This is an optimization exercise on Yosys and OpenROAD, whose aim is small area, a short achievable clock period and few clock cycles per item, not a production implementation. Function was checked by simulation only, so behaviour that the tests miss may differ from the original. No activity file was given, so power comes from the tool's default toggle rates.

**flow/config.mk**
```make
export PLATFORM = sky130hd
export DESIGN_NAME = esq1_core
export DESIGN_NICKNAME = esq1_core
export VERILOG_FILES = /design/flow/design.v
export SDC_FILE = /design/flow/constraint.sdc
export NUM_CORES = 8
export LEC_CHECK = 0
export CAP_MARGIN = 20
export CORE_MARGIN = 2
export CORE_UTILIZATION = 25
export PLACE_DENSITY = 0.45
export SLEW_MARGIN = 20
```
**flow/constraint.sdc**
```tcl
create_clock -name core_clock -period 10.0 [get_ports {clk}]
set_input_delay 2.0000 -clock core_clock [delete_from_list [all_inputs] [get_ports {clk}]]
set_output_delay 2.0000 -clock core_clock [all_outputs]
set_load 0.01 [all_outputs]
```
**flow/run.sh**
```bash
#!/bin/bash
# synth_recipe.tcl (not shown) runs the flow's synth.tcl, then flattens the netlist and writes it again
# the make line also repeats each setting of config.mk as NAME=value (left out here)
make -C /OpenROAD-flow-scripts/flow DESIGN_CONFIG=/design/flow/config.mk WORK_HOME=/design/flow/orfs CLKGATE_MAP_FILE= SYNTH_SCRIPT=/design/flow/synth_recipe.tcl finish
```
**flow/design.v**
```verilog
module esq1_core (
    input  wire        clk,
    input  wire        rst,         
    input  wire        cmd_valid,
    output wire        cmd_ready,
    input  wire [31:0] cmd,
    output reg         done,
    output reg  [15:0] res,
    output reg  [2:0]  err,
    output reg  [7:0]  sub,
    output reg  [15:0] pos,
    output reg         sticky
);
    localparam NFIELD = 130;           
    localparam NLB    = 102;           
    localparam [2:0] E_NONE = 3'd0, E_RANGE = 3'd1, E_FORMAT = 3'd2,
                     E_INVALID = 3'd4, E_ILLEGAL = 3'd5, E_BADOP = 3'd6;
    localparam [7:0] OP_NOP = 8'h00, OP_SRST = 8'h01,
                     OP_D2W = 8'h10, OP_W2D = 8'h11, OP_NIBX = 8'h12, OP_NIBC = 8'h13,
                     OP_SETF = 8'h20, OP_GETF = 8'h21, OP_LDDEF = 8'h22,
                     OP_GETNAME = 8'h25, OP_GETNLEN = 8'h26,
                     OP_SETB = 8'h27, OP_GETB = 8'h28,
                     OP_PK_NAME = 8'h30, OP_PK_ENV = 8'h31, OP_PK_LFO = 8'h32,
                     OP_PK_OSC = 8'h33, OP_PK_MISC = 8'h34, OP_PK_PATCH = 8'h35,
                     OP_UP_NAME = 8'h38, OP_UP_ENV = 8'h39, OP_UP_LFO = 8'h3A,
                     OP_UP_OSC = 8'h3B, OP_UP_MISC = 8'h3C, OP_UP_PATCH = 8'h3D;
    function [7:0] ix_env;  input integer k, j; ix_env  = 10*k + j;      endfunction
    function [7:0] ix_lfo;  input integer k, j; ix_lfo  = 40 + 8*k + j;  endfunction
    function [7:0] ix_osc;  input integer k, j; ix_osc  = 64 + 13*k + j; endfunction
    function [7:0] ix_misc; input integer j;    ix_misc = 103 + j;       endfunction
    function [13:0] finfo;
        input [7:0] id;
        reg [3:0] j;
        reg [7:0] okk;
        begin
            finfo = 14'd0;
            okk = (id - 8'h60) >> 4;
            j = id[3:0];
            if (id < 8'h40) begin
                if (j < 10) begin
                    case (j)
                        0, 1, 2: finfo = {1'b1, 1'b1, 4'd7, ix_env(id[5:4], j)};
                        7:       finfo = {1'b1, 1'b0, 4'd6, ix_env(id[5:4], j)};
                        default: finfo = {1'b1, 1'b0, 4'd8, ix_env(id[5:4], j)};
                    endcase
                end
            end else if (id < 8'h58) begin
                j = {1'b0, id[2:0]};
                case (j)
                    0:       finfo = {1'b1, 1'b0, 4'd2, ix_lfo(id[4:3], j)};
                    2:       finfo = {1'b1, 1'b0, 4'd4, ix_lfo(id[4:3], j)};
                    3, 4:    finfo = {1'b1, 1'b0, 4'd1, ix_lfo(id[4:3], j)};
                    default: finfo = {1'b1, 1'b0, 4'd6, ix_lfo(id[4:3], j)};
                endcase
            end else if (id >= 8'h60 && id < 8'h90) begin
                if (j < 13) begin
                    case (j)
                        0, 6:          finfo = {1'b1, 1'b0, 4'd8, ix_osc(okk, j)};
                        1:             finfo = {1'b1, 1'b0, 4'd5, ix_osc(okk, j)};
                        2, 3, 9, 10:   finfo = {1'b1, 1'b0, 4'd4, ix_osc(okk, j)};
                        4, 5, 11, 12:  finfo = {1'b1, 1'b1, 4'd7, ix_osc(okk, j)};
                        7:             finfo = {1'b1, 1'b0, 4'd1, ix_osc(okk, j)};
                        default:       finfo = {1'b1, 1'b0, 4'd6, ix_osc(okk, j)};
                    endcase
                end
            end else if (id >= 8'hA0 && id <= 8'hBA) begin
                case (id - 8'hA0)
                    0, 9, 10, 15:              finfo = {1'b1, 1'b1, 4'd7, ix_misc(id - 8'hA0)};
                    2, 11, 19, 21, 23, 25:     finfo = {1'b1, 1'b0, 4'd7, ix_misc(id - 8'hA0)};
                    4, 16:                     finfo = {1'b1, 1'b0, 4'd6, ix_misc(id - 8'hA0)};
                    7, 8, 13, 14:              finfo = {1'b1, 1'b0, 4'd4, ix_misc(id - 8'hA0)};
                    default:                   finfo = {1'b1, 1'b0, 4'd1, ix_misc(id - 8'hA0)};
                endcase
            end
        end
    endfunction
    function [7:0] fdef;
        input integer i;
        begin
            fdef = 8'd0;
            if (i >= 40 && i < 64 && ((i-40)%8) == 2) fdef = 8'd15;
            if (i >= 64 && i < 103) begin
                case ((i-64)%13)
                    2, 3, 9, 10: fdef = 8'd15;
                    default:     fdef = 8'd0;
                endcase
            end
            if (i == 103+7 || i == 103+8 || i == 103+14) fdef = 8'd15;
        end
    endfunction
    function [7:0] upcase;
        input [7:0] c;
        upcase = (c >= 8'h61 && c <= 8'h7A) ? c - 8'h20 : c;
    endfunction
    reg [8*NFIELD-1:0] rec;     
    reg [47:0]         name;    
    reg [8*NLB-1:0]    lb;      
    wire [8*NFIELD-1:0] rec_default;
    genvar gi;
    generate
        for (gi = 0; gi < NFIELD; gi = gi + 1) begin : g_def
            assign rec_default[8*gi +: 8] = fdef(gi);
        end
    endgenerate
    assign cmd_ready = 1'b1;
    reg [8*NLB-1:0] pk;
    integer k, i;
    always @* begin
        pk = {8*NLB{1'b0}};
        for (i = 0; i < 6; i = i + 1)
            pk[8*i +: 8] = upcase(name[8*i +: 8]);
        for (k = 0; k < 4; k = k + 1) begin
            pk[8*((6 + 10*k)+0) +: 8] = {rec[8*ix_env(k,0) +: 7], 1'b0};
            pk[8*((6 + 10*k)+1) +: 8] = {rec[8*ix_env(k,1) +: 7], 1'b0};
            pk[8*((6 + 10*k)+2) +: 8] = {rec[8*ix_env(k,2) +: 7], 1'b0};
            pk[8*((6 + 10*k)+3) +: 8] = rec[8*ix_env(k,3) +: 8];
            pk[8*((6 + 10*k)+4) +: 8] = rec[8*ix_env(k,4) +: 8];
            pk[8*((6 + 10*k)+5) +: 8] = rec[8*ix_env(k,5) +: 8];
            pk[8*((6 + 10*k)+6) +: 8] = rec[8*ix_env(k,6) +: 8];
            pk[8*((6 + 10*k)+7) +: 8] = {rec[8*ix_env(k,7) +: 6], 2'b00};
            pk[8*((6 + 10*k)+8) +: 8] = rec[8*ix_env(k,8) +: 8];
            pk[8*((6 + 10*k)+9) +: 8] = rec[8*ix_env(k,9) +: 8];
        end
        for (k = 0; k < 3; k = k + 1) begin
            pk[8*((46 + 4*k)+0) +: 8] = {rec[8*ix_lfo(k,0) +: 2], rec[8*ix_lfo(k,1) +: 6]};
            pk[8*((46 + 4*k)+1) +: 8] = {rec[8*ix_lfo(k,2)+2 +: 2], rec[8*ix_lfo(k,6) +: 6]};
            pk[8*((46 + 4*k)+2) +: 8] = {rec[8*ix_lfo(k,2) +: 2], rec[8*ix_lfo(k,7) +: 6]};
            pk[8*((46 + 4*k)+3) +: 8] = {rec[8*ix_lfo(k,3)], rec[8*ix_lfo(k,4)], rec[8*ix_lfo(k,5) +: 6]};
        end
        for (k = 0; k < 3; k = k + 1) begin
            pk[8*((58 + 10*k)+0) +: 8] = rec[8*ix_osc(k,0) +: 8];
            pk[8*((58 + 10*k)+1) +: 8] = {rec[8*ix_osc(k,1) +: 5], 3'b000};
            pk[8*((58 + 10*k)+2) +: 8] = {rec[8*ix_osc(k,3) +: 4], rec[8*ix_osc(k,2) +: 4]};
            pk[8*((58 + 10*k)+3) +: 8] = {rec[8*ix_osc(k,4) +: 7], 1'b0};
            pk[8*((58 + 10*k)+4) +: 8] = {rec[8*ix_osc(k,5) +: 7], 1'b0};
            pk[8*((58 + 10*k)+5) +: 8] = rec[8*ix_osc(k,6) +: 8];
            pk[8*((58 + 10*k)+6) +: 8] = {rec[8*ix_osc(k,7)], rec[8*ix_osc(k,8) +: 6], 1'b0};
            pk[8*((58 + 10*k)+7) +: 8] = {rec[8*ix_osc(k,10) +: 4], rec[8*ix_osc(k,9) +: 4]};
            pk[8*((58 + 10*k)+8) +: 8] = {rec[8*ix_osc(k,11) +: 7], 1'b0};
            pk[8*((58 + 10*k)+9) +: 8] = {rec[8*ix_osc(k,12) +: 7], 1'b0};
        end
        pk[8*((88)+0)  +: 8] = {rec[8*ix_misc(1)],  rec[8*ix_misc(0) +: 7]};
        pk[8*((88)+1)  +: 8] = {rec[8*ix_misc(3)],  rec[8*ix_misc(2) +: 7]};
        pk[8*((88)+2)  +: 8] = {rec[8*ix_misc(5)],  rec[8*ix_misc(6)], rec[8*ix_misc(4) +: 6]};
        pk[8*((88)+3)  +: 8] = {rec[8*ix_misc(8) +: 4], rec[8*ix_misc(7) +: 4]};
        pk[8*((88)+4)  +: 8] = {rec[8*ix_misc(9) +: 7], 1'b0};
        pk[8*((88)+5)  +: 8] = {rec[8*ix_misc(10) +: 7], 1'b0};
        pk[8*((88)+6)  +: 8] = {rec[8*ix_misc(12)], rec[8*ix_misc(11) +: 7]};
        pk[8*((88)+7)  +: 8] = {rec[8*ix_misc(13) +: 4], rec[8*ix_misc(14) +: 4]};
        pk[8*((88)+8)  +: 8] = {rec[8*ix_misc(15) +: 7], 1'b0};
        pk[8*((88)+9)  +: 8] = {rec[8*ix_misc(17)], rec[8*ix_misc(18)], rec[8*ix_misc(16) +: 6]};
        pk[8*((88)+10) +: 8] = {rec[8*ix_misc(20)], rec[8*ix_misc(19) +: 7]};
        pk[8*((88)+11) +: 8] = {rec[8*ix_misc(22)], rec[8*ix_misc(21) +: 7]};
        pk[8*((88)+12) +: 8] = {rec[8*ix_misc(24)], rec[8*ix_misc(23) +: 7]};
        pk[8*((88)+13) +: 8] = {rec[8*ix_misc(26)], rec[8*ix_misc(25) +: 7]};
    end
    reg [8*NFIELD-1:0] up;
    reg [NLB-1:0]      bad;
    reg [8*NLB-1:0]    bad_id;
    integer uk, ui;
    function [7:0] w2d7;
        input [6:0] w;
        w2d7 = {w[6], w};
    endfunction
    always @* begin
        up = {8*NFIELD{1'b0}};
        bad = {NLB{1'b0}};
        bad_id = {8*NLB{1'b0}};
        for (uk = 0; uk < 4; uk = uk + 1) begin
            for (ui = 0; ui < 3; ui = ui + 1) begin
                up[8*ix_env(uk,ui) +: 8] = w2d7(lb[8*((6 + 10*uk)+ui) +: 8] >> 1);
                bad[(6 + 10*uk)+ui] = (lb[8*((6 + 10*uk)+ui) +: 8] >> 1) == 8'h40;
                bad_id[8*((6 + 10*uk)+ui) +: 8] = 16*uk + ui;
            end
            up[8*ix_env(uk,3) +: 8] = lb[8*((6 + 10*uk)+3) +: 8];
            up[8*ix_env(uk,4) +: 8] = lb[8*((6 + 10*uk)+4) +: 8];
            up[8*ix_env(uk,5) +: 8] = lb[8*((6 + 10*uk)+5) +: 8];
            up[8*ix_env(uk,6) +: 8] = lb[8*((6 + 10*uk)+6) +: 8];
            up[8*ix_env(uk,7) +: 8] = lb[8*((6 + 10*uk)+7) +: 8] >> 2;
            up[8*ix_env(uk,8) +: 8] = lb[8*((6 + 10*uk)+8) +: 8];
            up[8*ix_env(uk,9) +: 8] = lb[8*((6 + 10*uk)+9) +: 8];
        end
        for (uk = 0; uk < 3; uk = uk + 1) begin
            up[8*ix_lfo(uk,0) +: 8] = lb[8*((46 + 4*uk)+0) +: 8] >> 6;
            up[8*ix_lfo(uk,1) +: 8] = lb[8*((46 + 4*uk)+0) +: 8] & 8'h3F;
            up[8*ix_lfo(uk,2) +: 8] = {4'd0, lb[8*((46 + 4*uk)+1)+6 +: 2], lb[8*((46 + 4*uk)+2)+6 +: 2]};
            up[8*ix_lfo(uk,3) +: 8] = lb[8*((46 + 4*uk)+3) +: 8] >> 7;
            up[8*ix_lfo(uk,4) +: 8] = (lb[8*((46 + 4*uk)+3) +: 8] >> 6) & 8'h01;
            up[8*ix_lfo(uk,5) +: 8] = lb[8*((46 + 4*uk)+3) +: 8] & 8'h3F;
            up[8*ix_lfo(uk,6) +: 8] = lb[8*((46 + 4*uk)+1) +: 8] & 8'h3F;
            up[8*ix_lfo(uk,7) +: 8] = lb[8*((46 + 4*uk)+2) +: 8] & 8'h3F;
        end
        for (uk = 0; uk < 3; uk = uk + 1) begin
            up[8*ix_osc(uk,0)  +: 8] = lb[8*((58 + 10*uk)+0) +: 8];
            up[8*ix_osc(uk,1)  +: 8] = lb[8*((58 + 10*uk)+1) +: 8] >> 3;
            up[8*ix_osc(uk,2)  +: 8] = lb[8*((58 + 10*uk)+2) +: 8] & 8'h0F;
            up[8*ix_osc(uk,3)  +: 8] = lb[8*((58 + 10*uk)+2) +: 8] >> 4;
            up[8*ix_osc(uk,4)  +: 8] = w2d7(lb[8*((58 + 10*uk)+3) +: 8] >> 1);
            up[8*ix_osc(uk,5)  +: 8] = w2d7(lb[8*((58 + 10*uk)+4) +: 8] >> 1);
            up[8*ix_osc(uk,6)  +: 8] = lb[8*((58 + 10*uk)+5) +: 8];
            up[8*ix_osc(uk,7)  +: 8] = lb[8*((58 + 10*uk)+6) +: 8] >> 7;
            up[8*ix_osc(uk,8)  +: 8] = (lb[8*((58 + 10*uk)+6) +: 8] >> 1) & 8'h3F;
            up[8*ix_osc(uk,9)  +: 8] = lb[8*((58 + 10*uk)+7) +: 8] & 8'h0F;
            up[8*ix_osc(uk,10) +: 8] = lb[8*((58 + 10*uk)+7) +: 8] >> 4;
            up[8*ix_osc(uk,11) +: 8] = w2d7(lb[8*((58 + 10*uk)+8) +: 8] >> 1);
            up[8*ix_osc(uk,12) +: 8] = w2d7(lb[8*((58 + 10*uk)+9) +: 8] >> 1);
            bad[(58 + 10*uk)+3] = (lb[8*((58 + 10*uk)+3) +: 8] >> 1) == 8'h40;  bad_id[8*((58 + 10*uk)+3) +: 8] = 8'h60 + 16*uk + 4;
            bad[(58 + 10*uk)+4] = (lb[8*((58 + 10*uk)+4) +: 8] >> 1) == 8'h40;  bad_id[8*((58 + 10*uk)+4) +: 8] = 8'h60 + 16*uk + 5;
            bad[(58 + 10*uk)+8] = (lb[8*((58 + 10*uk)+8) +: 8] >> 1) == 8'h40;  bad_id[8*((58 + 10*uk)+8) +: 8] = 8'h60 + 16*uk + 11;
            bad[(58 + 10*uk)+9] = (lb[8*((58 + 10*uk)+9) +: 8] >> 1) == 8'h40;  bad_id[8*((58 + 10*uk)+9) +: 8] = 8'h60 + 16*uk + 12;
        end
        up[8*ix_misc(0)  +: 8] = w2d7(lb[8*((88)+0) +: 8] & 8'h7F);
        up[8*ix_misc(1)  +: 8] = lb[8*((88)+0) +: 8] >> 7;
        up[8*ix_misc(2)  +: 8] = lb[8*((88)+1) +: 8] & 8'h7F;
        up[8*ix_misc(3)  +: 8] = lb[8*((88)+1) +: 8] >> 7;
        up[8*ix_misc(4)  +: 8] = lb[8*((88)+2) +: 8] & 8'h3F;
        up[8*ix_misc(5)  +: 8] = lb[8*((88)+2) +: 8] >> 7;
        up[8*ix_misc(6)  +: 8] = (lb[8*((88)+2) +: 8] >> 6) & 8'h01;
        up[8*ix_misc(7)  +: 8] = lb[8*((88)+3) +: 8] & 8'h0F;
        up[8*ix_misc(8)  +: 8] = lb[8*((88)+3) +: 8] >> 4;
        up[8*ix_misc(9)  +: 8] = w2d7(lb[8*((88)+4) +: 8] >> 1);
        up[8*ix_misc(10) +: 8] = w2d7(lb[8*((88)+5) +: 8] >> 1);
        up[8*ix_misc(11) +: 8] = lb[8*((88)+6) +: 8] & 8'h7F;
        up[8*ix_misc(12) +: 8] = lb[8*((88)+6) +: 8] >> 7;
        up[8*ix_misc(13) +: 8] = lb[8*((88)+7) +: 8] >> 4;
        up[8*ix_misc(14) +: 8] = lb[8*((88)+7) +: 8] & 8'h0F;
        up[8*ix_misc(15) +: 8] = w2d7(lb[8*((88)+8) +: 8] >> 1);
        up[8*ix_misc(16) +: 8] = lb[8*((88)+9) +: 8] & 8'h3F;
        up[8*ix_misc(17) +: 8] = lb[8*((88)+9) +: 8] >> 7;
        up[8*ix_misc(18) +: 8] = (lb[8*((88)+9) +: 8] >> 6) & 8'h01;
        up[8*ix_misc(19) +: 8] = lb[8*((88)+10) +: 8] & 8'h7F;
        up[8*ix_misc(20) +: 8] = lb[8*((88)+10) +: 8] >> 7;
        up[8*ix_misc(21) +: 8] = lb[8*((88)+11) +: 8] & 8'h7F;
        up[8*ix_misc(22) +: 8] = lb[8*((88)+11) +: 8] >> 7;
        up[8*ix_misc(23) +: 8] = lb[8*((88)+12) +: 8] & 8'h7F;
        up[8*ix_misc(24) +: 8] = lb[8*((88)+12) +: 8] >> 7;
        up[8*ix_misc(25) +: 8] = lb[8*((88)+13) +: 8] & 8'h7F;
        up[8*ix_misc(26) +: 8] = lb[8*((88)+13) +: 8] >> 7;
        bad[(88)+0] = (lb[8*((88)+0) +: 8] & 8'h7F) == 8'h40;  bad_id[8*((88)+0) +: 8] = 8'hA0;
        bad[(88)+4] = (lb[8*((88)+4) +: 8] >> 1) == 8'h40;     bad_id[8*((88)+4) +: 8] = 8'hA9;
        bad[(88)+5] = (lb[8*((88)+5) +: 8] >> 1) == 8'h40;     bad_id[8*((88)+5) +: 8] = 8'hAA;
        bad[(88)+8] = (lb[8*((88)+8) +: 8] >> 1) == 8'h40;     bad_id[8*((88)+8) +: 8] = 8'hAF;
    end
    wire [7:0]  opc = cmd[31:24];
    wire [7:0]  opa = cmd[23:16];
    wire [15:0] opb = cmd[15:0];
    wire [7:0]  opf = cmd[15:8];
    wire [7:0]  opv = cmd[7:0];
    wire [13:0] fi     = finfo(opf);
    wire        f_ok   = fi[13];
    wire        f_sgn  = fi[12];
    wire [3:0]  f_w    = fi[11:8];
    wire [7:0]  f_ix   = fi[7:0];
    reg [6:0] g_lo, g_hi;
    reg [7:0] r_lo, r_hi;
    reg       g_name, g_fields;
    reg        n_res_we;
    reg [15:0] n_res;
    reg [2:0]  n_err;
    reg [7:0]  n_sub;
    reg [15:0] n_pos;
    reg        n_lb_pack, n_rec_unpack, n_name_unpack, n_setf, n_setb, n_lddef, n_srst;
    reg        found;
    integer    o;
    always @* begin
        n_res_we = 1'b0;
        n_res = 16'd0;
        n_err = E_NONE;
        n_sub = 8'd0;
        n_pos = 16'd0;
        n_lb_pack = 1'b0;
        n_rec_unpack = 1'b0;
        n_name_unpack = 1'b0;
        n_setf = 1'b0;
        n_setb = 1'b0;
        n_lddef = 1'b0;
        n_srst = 1'b0;
        g_lo = 7'd0; g_hi = 7'd0; r_lo = 8'd0; r_hi = 8'd0;
        g_name = 1'b0; g_fields = 1'b0;
        found = 1'b0;
        case (opc)
            OP_PK_NAME, OP_UP_NAME: begin
                g_lo = 0; g_hi = 5; g_name = 1'b1;
            end
            OP_PK_ENV, OP_UP_ENV: begin
                g_lo = 6 + 10*opb[1:0]; g_hi = 15 + 10*opb[1:0];
                r_lo = 10*opb[1:0]; r_hi = 10*opb[1:0] + 9; g_fields = 1'b1;
            end
            OP_PK_LFO, OP_UP_LFO: begin
                g_lo = 46 + 4*opb[1:0]; g_hi = 49 + 4*opb[1:0];
                r_lo = 40 + 8*opb[1:0]; r_hi = 47 + 8*opb[1:0]; g_fields = 1'b1;
            end
            OP_PK_OSC, OP_UP_OSC: begin
                g_lo = 58 + 10*opb[1:0]; g_hi = 67 + 10*opb[1:0];
                r_lo = 64 + 13*opb[1:0]; r_hi = 76 + 13*opb[1:0]; g_fields = 1'b1;
            end
            OP_PK_MISC, OP_UP_MISC: begin
                g_lo = 88; g_hi = 101; r_lo = 103; r_hi = 129; g_fields = 1'b1;
            end
            OP_PK_PATCH, OP_UP_PATCH: begin
                g_lo = 0; g_hi = 101; r_lo = 0; r_hi = 129; g_name = 1'b1; g_fields = 1'b1;
            end
            default: ;
        endcase
        case (opc)
            OP_NOP, OP_SRST: begin
                if (cmd[23:0] != 24'd0) begin
                    n_err = E_ILLEGAL; n_sub = 8'd1; n_pos = {8'd0, opc};
                end else if (opc == OP_SRST) begin
                    n_srst = 1'b1;
                end
            end
            OP_D2W: begin
                if (opb != 16'd0) begin
                    n_err = E_ILLEGAL; n_sub = 8'd1; n_pos = {8'd0, opc};
                end else if ($signed(opa) > 8'sd63 || $signed(opa) < -8'sd63) begin
                    n_err = E_RANGE; n_sub = 8'hFF; n_pos = 16'd0;
                end else begin
                    n_res_we = 1'b1; n_res = {9'd0, opa[6:0]};
                end
            end
            OP_W2D: begin
                if (opb != 16'd0) begin
                    n_err = E_ILLEGAL; n_sub = 8'd1; n_pos = {8'd0, opc};
                end else if (opa > 8'd127) begin
                    n_err = E_RANGE; n_sub = 8'hFF; n_pos = 16'd0;
                end else if (opa == 8'd64) begin
                    n_err = E_INVALID; n_sub = 8'hFF; n_pos = 16'd0;
                end else begin
                    n_res_we = 1'b1; n_res = {{9{opa[6]}}, opa[6:0]};
                end
            end
            OP_NIBX: begin
                if (opb != 16'd0) begin
                    n_err = E_ILLEGAL; n_sub = 8'd1; n_pos = {8'd0, opc};
                end else begin
                    n_res_we = 1'b1; n_res = {4'd0, opa[7:4], 4'd0, opa[3:0]};
                end
            end
            OP_NIBC: begin
                if (opf != 8'd0) begin
                    n_err = E_ILLEGAL; n_sub = 8'd1; n_pos = {8'd0, opc};
                end else if (opa > 8'h0F) begin
                    n_err = E_FORMAT; n_sub = 8'd4; n_pos = 16'd0;
                end else if (opv > 8'h0F) begin
                    n_err = E_FORMAT; n_sub = 8'd4; n_pos = 16'd1;
                end else begin
                    n_res_we = 1'b1; n_res = {8'd0, opv[3:0], opa[3:0]};
                end
            end
            OP_SETF: begin
                if (opa != 8'd0) begin
                    n_err = E_BADOP; n_sub = 8'd1; n_pos = {8'd0, opa};
                end else if (!f_ok) begin
                    n_err = E_BADOP; n_sub = 8'd2; n_pos = {8'd0, opf};
                end else if (f_sgn ? ($signed(opv) > 8'sd63 || $signed(opv) < -8'sd63)
                                   : ({1'b0, opv} >= (9'd1 << f_w))) begin
                    n_err = E_RANGE; n_sub = opf; n_pos = {8'd0, opa};
                end else begin
                    n_setf = 1'b1;
                end
            end
            OP_GETF: begin
                if (opv != 8'd0) begin
                    n_err = E_ILLEGAL; n_sub = 8'd1; n_pos = {8'd0, opc};
                end else if (opa != 8'd0) begin
                    n_err = E_BADOP; n_sub = 8'd1; n_pos = {8'd0, opa};
                end else if (!f_ok) begin
                    n_err = E_BADOP; n_sub = 8'd2; n_pos = {8'd0, opf};
                end else begin
                    n_res_we = 1'b1;
                    n_res = f_sgn ? {{8{rec[8*f_ix + 7]}}, rec[8*f_ix +: 8]}
                                  : {8'd0, rec[8*f_ix +: 8]};
                end
            end
            OP_LDDEF, OP_GETNLEN: begin
                if (opb != 16'd0) begin
                    n_err = E_ILLEGAL; n_sub = 8'd1; n_pos = {8'd0, opc};
                end else if (opa != 8'd0) begin
                    n_err = E_BADOP; n_sub = 8'd1; n_pos = {8'd0, opa};
                end else if (opc == OP_LDDEF) begin
                    n_lddef = 1'b1;
                end else begin
                    n_res_we = 1'b1; n_res = 16'd6;
                end
            end
            OP_GETNAME: begin
                if (opa != 8'd0) begin
                    n_err = E_BADOP; n_sub = 8'd1; n_pos = {8'd0, opa};
                end else if (opb >= 16'd6) begin
                    n_err = E_BADOP; n_sub = 8'd2; n_pos = opb;
                end else begin
                    n_res_we = 1'b1; n_res = {8'd0, name[8*opb[2:0] +: 8]};
                end
            end
            OP_SETB, OP_GETB: begin
                if ((opc == OP_SETB && opf != 8'd0) || (opc == OP_GETB && opb != 16'd0)) begin
                    n_err = E_ILLEGAL; n_sub = 8'd1; n_pos = {8'd0, opc};
                end else if (opa > 8'd101) begin
                    n_err = E_BADOP; n_sub = 8'd1; n_pos = {8'd0, opa};
                end else if (opc == OP_SETB) begin
                    n_setb = 1'b1;
                end else begin
                    n_res_we = 1'b1; n_res = {8'd0, lb[8*opa +: 8]};
                end
            end
            OP_PK_NAME, OP_PK_MISC, OP_PK_PATCH, OP_UP_NAME, OP_UP_MISC, OP_UP_PATCH,
            OP_PK_ENV, OP_PK_LFO, OP_PK_OSC, OP_UP_ENV, OP_UP_LFO, OP_UP_OSC: begin
                if ((opc == OP_PK_NAME || opc == OP_PK_MISC || opc == OP_PK_PATCH ||
                     opc == OP_UP_NAME || opc == OP_UP_MISC || opc == OP_UP_PATCH) &&
                    opb != 16'd0) begin
                    n_err = E_ILLEGAL; n_sub = 8'd1; n_pos = {8'd0, opc};
                end else if (opa != 8'd0) begin
                    n_err = E_BADOP; n_sub = 8'd1; n_pos = {8'd0, opa};
                end else if ((opc == OP_PK_ENV || opc == OP_UP_ENV) ? opb > 16'd3 :
                             (opc == OP_PK_LFO || opc == OP_UP_LFO ||
                              opc == OP_PK_OSC || opc == OP_UP_OSC) ? opb > 16'd2 : 1'b0) begin
                    n_err = E_BADOP; n_sub = 8'd2; n_pos = opb;
                end else if (opc < OP_UP_NAME) begin
                    n_lb_pack = 1'b1;
                end else begin
                    for (o = NLB - 1; o >= 0; o = o - 1) begin
                        if (bad[o] && o >= g_lo && o <= g_hi) begin
                            found = 1'b1;
                            n_sub = bad_id[8*o +: 8];
                            n_pos = o;
                        end
                    end
                    if (found) begin
                        n_err = E_INVALID;
                    end else begin
                        n_sub = 8'd0; n_pos = 16'd0;
                        n_rec_unpack = g_fields;
                        n_name_unpack = g_name;
                    end
                end
            end
            default: begin
                n_err = E_ILLEGAL; n_sub = 8'd0; n_pos = {8'd0, opc};
            end
        endcase
    end
    wire go = cmd_valid & cmd_ready;
    integer q;
    always @(posedge clk) begin
        if (rst || (go && n_srst)) begin
            rec    <= rec_default;
            name   <= {6{8'h20}};
            lb     <= {8*NLB{1'b0}};
            res    <= 16'd0;
            err    <= E_NONE;
            sub    <= 8'd0;
            pos    <= 16'd0;
            sticky <= 1'b0;
            done   <= go & ~rst;
        end else begin
            done <= go;
            if (go) begin
                err <= n_err;
                sub <= n_sub;
                pos <= n_pos;
                if (n_err != E_NONE) sticky <= 1'b1;
                if (n_res_we) res <= n_res;
                if (n_lddef) begin
                    rec  <= rec_default;
                    name <= {6{8'h20}};
                end
                for (q = 0; q < NFIELD; q = q + 1)
                    if (n_setf && f_ix == q)
                        rec[8*q +: 8] <= opv;
                for (q = 0; q < NLB; q = q + 1)
                    if (n_setb && opa == q)
                        lb[8*q +: 8] <= opv;
                if (n_lb_pack) begin
                    for (q = 0; q < NLB; q = q + 1)
                        if (q >= g_lo && q <= g_hi)
                            lb[8*q +: 8] <= pk[8*q +: 8];
                end
                if (n_rec_unpack) begin
                    for (q = 0; q < NFIELD; q = q + 1)
                        if (q >= r_lo && q <= r_hi)
                            rec[8*q +: 8] <= up[8*q +: 8];
                end
                if (n_name_unpack)
                    name <= lb[47:0];
            end
        end
    end
endmodule
```
==> results by group <==
Run status
  • Status: complete, no violations

Timing
  • Endpoints failing hold: 0
  • Final Slew Violations: 0
  • Setup TNS after final layout: 0 ns
  • Clk_skew: 0.09938 ns
  • Least-Margin Pin Slew: approximately 1.4 ns
  • Unrepaired setup endpoints after global routing: false
  • # setup viols final: 0
  • Rel. slew slack: 0.03659
  • Min cycle time layout: 9.453 ns
  • Fin crit share: 0.9453
  • Max Fclk: 105.8 MHz

Clock tree
  • CTS root buffer: clkbuf_16
  • H-tree levels: 4
  • CTS Sinks: 1946
  • Post-cts hold buffer count: 0
  • Worst-path clk slew: 0.07 ns
  • CTS tree: yes
  • Post-CTS setup buffer count: 0
  • Later-pin clock latency in the skew report: 1.08 ns
  • Clock Path Buffers: 4
  • Post_cts resized: 0
  • CTS buffer count: 238

Critical path
  • R2r setup slk: 4.00 ns
  • Reg-to-reg endpoint: rec[283]
  • Setup CP Type: input pin to register
  • Worst path bufs/invs: 4
  • Critical-path maximum fanout: 13
  • Critical Path End: res[6]
  • FF-to-FF Start: lb[623]
  • Crit path cell chain: clkdlybuf4s50_1 -> ha_1 -> xnor2_1 -> ha_1 -> ha_1 -> inv_1 -> fa_1 -> inv_1 -> ha_1 -> xor2_1 -> o31a_1 -> and2_2 -> nand2_2 -> buf_4 -> a221oi_1 -> a311oi_1 -> a31oi_1 -> nand3_1 -> or4_1 -> a21oi_1
  • Slowest CP cell: a31oi_1
  • CP required: approximately 11 ns
  • Setup crit start: cmd[13]
  • Endpoint type of the worst setup path: register
  • Crit path depth: 20
  • R2R cell count: 10
  • Setup crit start kind: input pin
  • Crit path top cell by count: ha_1
  • Max incr delay on CP: 0.78 ns
  • Crit path DAT: 10.44 ns
  • Top Family by Delay on Critical Path: simple AND/OR/NAND/NOR gates

Synth
  • Yosys reg bits: between 1500 and 2000
  • Asr flop ratio synth: 0
  • Top_reg_cell synth: dfxtp_1
  • Synth Instances: 14010
  • Mapped Area: between 0.1 and 0.15 mm²
  • Post-synth EDFFs: 0
  • Post-synthesis sequential area ratio: 0.3551
  • Syn. warnings: 1
  • Syn avg cell area: 7.830 µm²
  • Post-synthesis net count: about 14000
  • Yosys cell types: 131

Finish
  • Layout Cells excl Fill: between 15000 and 20000
  • Multi-input logic area: 0.06611 mm²
  • Layout Nets: 13920
  • Share of layout cells above drive strength 1: 0.1266
  • Filler instances: around 47000
  • Register Area: 0.03896 mm²
  • P&R area growth vs syn: 16.96%

Place
  • RePlAce Congestion: 1.145
  • Placed Instances: 19330
  • Port bufs: between 70 and 80
  • DPL Wire Length: between 600 and 700 mm

Drt
  • First-pass DRT Iterations: 10
  • # DRC: 0
  • DR vias/cell: 6.799
  • Number of routed nets with antenna violations: 0
  • Drt total wl: a little over 900 mm
  • Routed len/inst: 45.77 µm
  • DRT iter0 DRCs: 24740
  • Via count: between 100k and 150k

Pwr
  • Power density cells: 162.4 mW/mm²
  • Pleak: between 40 and 50 nW
  • Worst VDD drop: 160.5 µV

Floorplanning
  • Core region area: 0.4375 mm²
  • Die Span X: between 600 and 700 µm
  • # IOs: 81
  • Die Ht: approximately 670 µm
  • Starting Density: 0.2508
  • Die ar.: approximately 0.44 mm²
  • Row Count: 243

Hold path
  • Hold depth: 2
  • Worst hold path class: register to register

Global route
  • Antenna violations before repair: about 160
  • Vias in the first global route: between 100k and 150k
  • Largest net degree at the start of global routing: 190
  • Grt total ovfl: 0
  • Overall routing resource usage: 0.3918
  • First-pass GRT wire length: ~1200 mm

Run
  • Max-cap violations: 0
==> registers in the layout, indices dropped and copies added (netlist names) <==
| signal | cells |
|---|---|
| rec | 1040 |
| lb | 816 |
| name | 48 |
| pos | 16 |
| res | 13 |
| sub | 8 |
| err | 3 |
| done | 1 |
| sticky | 1 |
==> worst register-to-register path, cell delays in order, from the launching register on <==
cell and delay [ns]:
dfxtp_1 0.66, nor4b_1 0.67, nand2_1 0.56, a211oi_1 0.87, nor2_1 0.26, and4_1 0.30, nand3_2 0.68, o21ai_1 0.69
nor3_1 0.91, a22oi_1 0.16, nand2_1 0.11
==> layer usage <==
layer | wire (µm) | global-route usage | vias to the layer above | part of all wire
li1 | - | - | 52600 | -
met4 | 91390 | 0.3313 | 58 | 0.10
met3 | 124200 | 0.1707 | 3173 | 0.14
met5 | 981 | 0.009333 | - | 0.0011
met1 | 342200 | 0.4754 | 67850 | 0.38
met2 | 353700 | 0.5237 | 11870 | 0.39
==> through the flow <==
step           worst slack [ns]  hold WS, ns  power (mW)  utilization  cell area (µm²)
3_5_place_dp             0.1225       0.4304       10.97       0.2729           119400
6_report                 0.5475       0.4430       20.84       0.2933           128300
5_1_grt                  0.7336       0.4664       20.90       0.2925           128000
2_1_floorplan             2.905       0.4149       9.112            -           109700
4_1_cts                   1.121       0.4389       20.53       0.2920           127800
3_3_place_gp             0.1368       0.4291       10.98       0.2726           119300
==> cell families (layout without fill, tap and decap cells) <==
family	Yosys count	count (layout)	share of synthesized area
other cells	1	174	0.00003418
xor+xnor	18	18	0.001437
mux	443	443	0.07035
flops	1946	1946	0.3551
buf+inv	1364	1359	0.05103
fa+ha+maj	67	67	0.008051
compound gates	5513	5513	0.3216
simple gates	4660	4660	0.1924
==> Yosys cell counts, types with 42 or more instances <==
| master | number | area (µm²) |
|---|---|---|
| o211ai_1 | 76 | 570.6 |
| nor3_2 | 42 | 420.4 |
| a211oi_1 | 276 | 2072 |
| mux2i_1 | 176 | 1762 |
| nand3_1 | 589 | 2948 |
| o21ai_1 | 87 | 435.4 |
| a22oi_1 | 418 | 3138 |
| nand4_1 | 56 | 350.3 |
| o31ai_1 | 56 | 420.4 |
| nor2_1 | 1158 | 4347 |
| o22ai_1 | 809 | 5061 |
| buf_2 | 202 | 1011 |
| nor3_1 | 197 | 986.0 |
| ha_1 | 61 | 763.2 |
| dfxtp_1 | 1946 | 38960 |
| nand2_1 | 1940 | 7282 |
| a22o_1 | 99 | 867.1 |
| inv_1 | 165 | 619.3 |
| a32oi_1 | 57 | 499.2 |
| mux4_2 | 262 | 5901 |
| o21ai_0 | 1152 | 5766 |
| a311oi_1 | 57 | 499.2 |
| nand2b_1 | 88 | 550.5 |
| o21a_1 | 61 | 457.9 |
| a221oi_1 | 80 | 700.7 |
| nor4_1 | 58 | 362.9 |
| a21oi_1 | 1519 | 7602 |
| clkbuf_1 | 840 | 3153 |
| buf_1 | 100 | 375.4 |
| a221o_1 | 315 | 3153 |
| a31oi_1 | 96 | 600.6 |
| or3_1 | 96 | 600.6 |
| and3_1 | 124 | 775.7 |
==> cell usage in the layout, fill, tap and decap left out, types with 46 or more instances in the layout <==
| master | count |
|---|---|
| ha_1 | 61 |
| a32oi_1 | 57 |
| a22o_1 | 99 |
| inv_1 | 162 |
| o211ai_1 | 76 |
| a311oi_1 | 53 |
| clkbuf_8 | 60 |
| nand3_1 | 583 |
| mux4_2 | 262 |
| a221o_1 | 315 |
| o22ai_1 | 808 |
| o21ai_1 | 92 |
| nand2b_1 | 79 |
| o31ai_1 | 55 |
| a211oi_1 | 275 |
| mux2i_1 | 176 |
| a21oi_1 | 1513 |
| a221oi_1 | 79 |
| o21ai_0 | 1144 |
| or3_1 | 87 |
| nor2_2 | 48 |
| o21a_1 | 61 |
| nor3_1 | 176 |
| clkbuf_16 | 241 |
| dfxtp_1 | 1946 |
| nand2_1 | 1913 |
| nand4_1 | 56 |
| and3_1 | 122 |
| buf_12 | 53 |
| diode_2 | 173 |
| a31oi_1 | 95 |
| nor2_1 | 1122 |
| buf_4 | 623 |
| a22oi_1 | 418 |
| clkdlybuf4s50_1 | 64 |
| clkbuf_1 | 46 |
| nor3_2 | 58 |
==> power by group <==
part | internal [mW] | switching [mW] | leakage (nW) | total, mW
sequential | 7.75 | 0.00275 | 15.7 | 7.76
combinational | 0.588 | 2.75 | 21.8 | 3.34
clock | 5.61 | 4.14 | 4.08 | 9.74
==> worst min-delay path by stage <==
stage,startpoint,endpoint
detailed placement,rec[7],rec[7]
floorplan,rec[7],rec[7]
finish,rec[7],rec[7]
global placement,rec[7],rec[7]
CTS,rec[7],rec[7]
global route,rec[383],rec[383]
==> final cells by class <==
class / count / area share
Multi-Input combinational cell: 10700 / 0.5152
Inverter: 172 / 0.005099
Tap cell: 5757 / 0.05613
Sequential cell: 1946 / 0.3036
Timing Repair Buffer: 759 / 0.05161
Clock buffer: 344 / 0.05445
Antenna cell: 173 / 0.003374
Clock inverter: 84 / 0.01060
Testbench counts, summed over its fixed seeds: cycles 13,544, cmds 13,544.

[what the ideal ports hide]
The results above use ideal ports. As a check the final layout listed here was re-extracted and re-timed, cells and wires unchanged. Step 1 assumes that a clkbuf_16 drives the clock port and a buf_2 every other input. Step 2 adds t to the input delays and takes it off the output delays; t is the mean of the earliest and latest rising clock arrival at the registers after step 1. Input paths then give back, and output paths get back, about the clock's delay inside the block. Three values: ideal ports, drivers, drivers and shift; two values: the first two.
t, ns: 1.158
setup slack, ns: 0.547 / 0.649 / -0.508
slew at the worst register clock pin (ns): 0.09 / 0.09
With both steps, setup timing fails in this run, where it was met with ideal ports. The setup slack of this run moves by +0.102 ns with the drivers and by -1.055 ns with both steps.
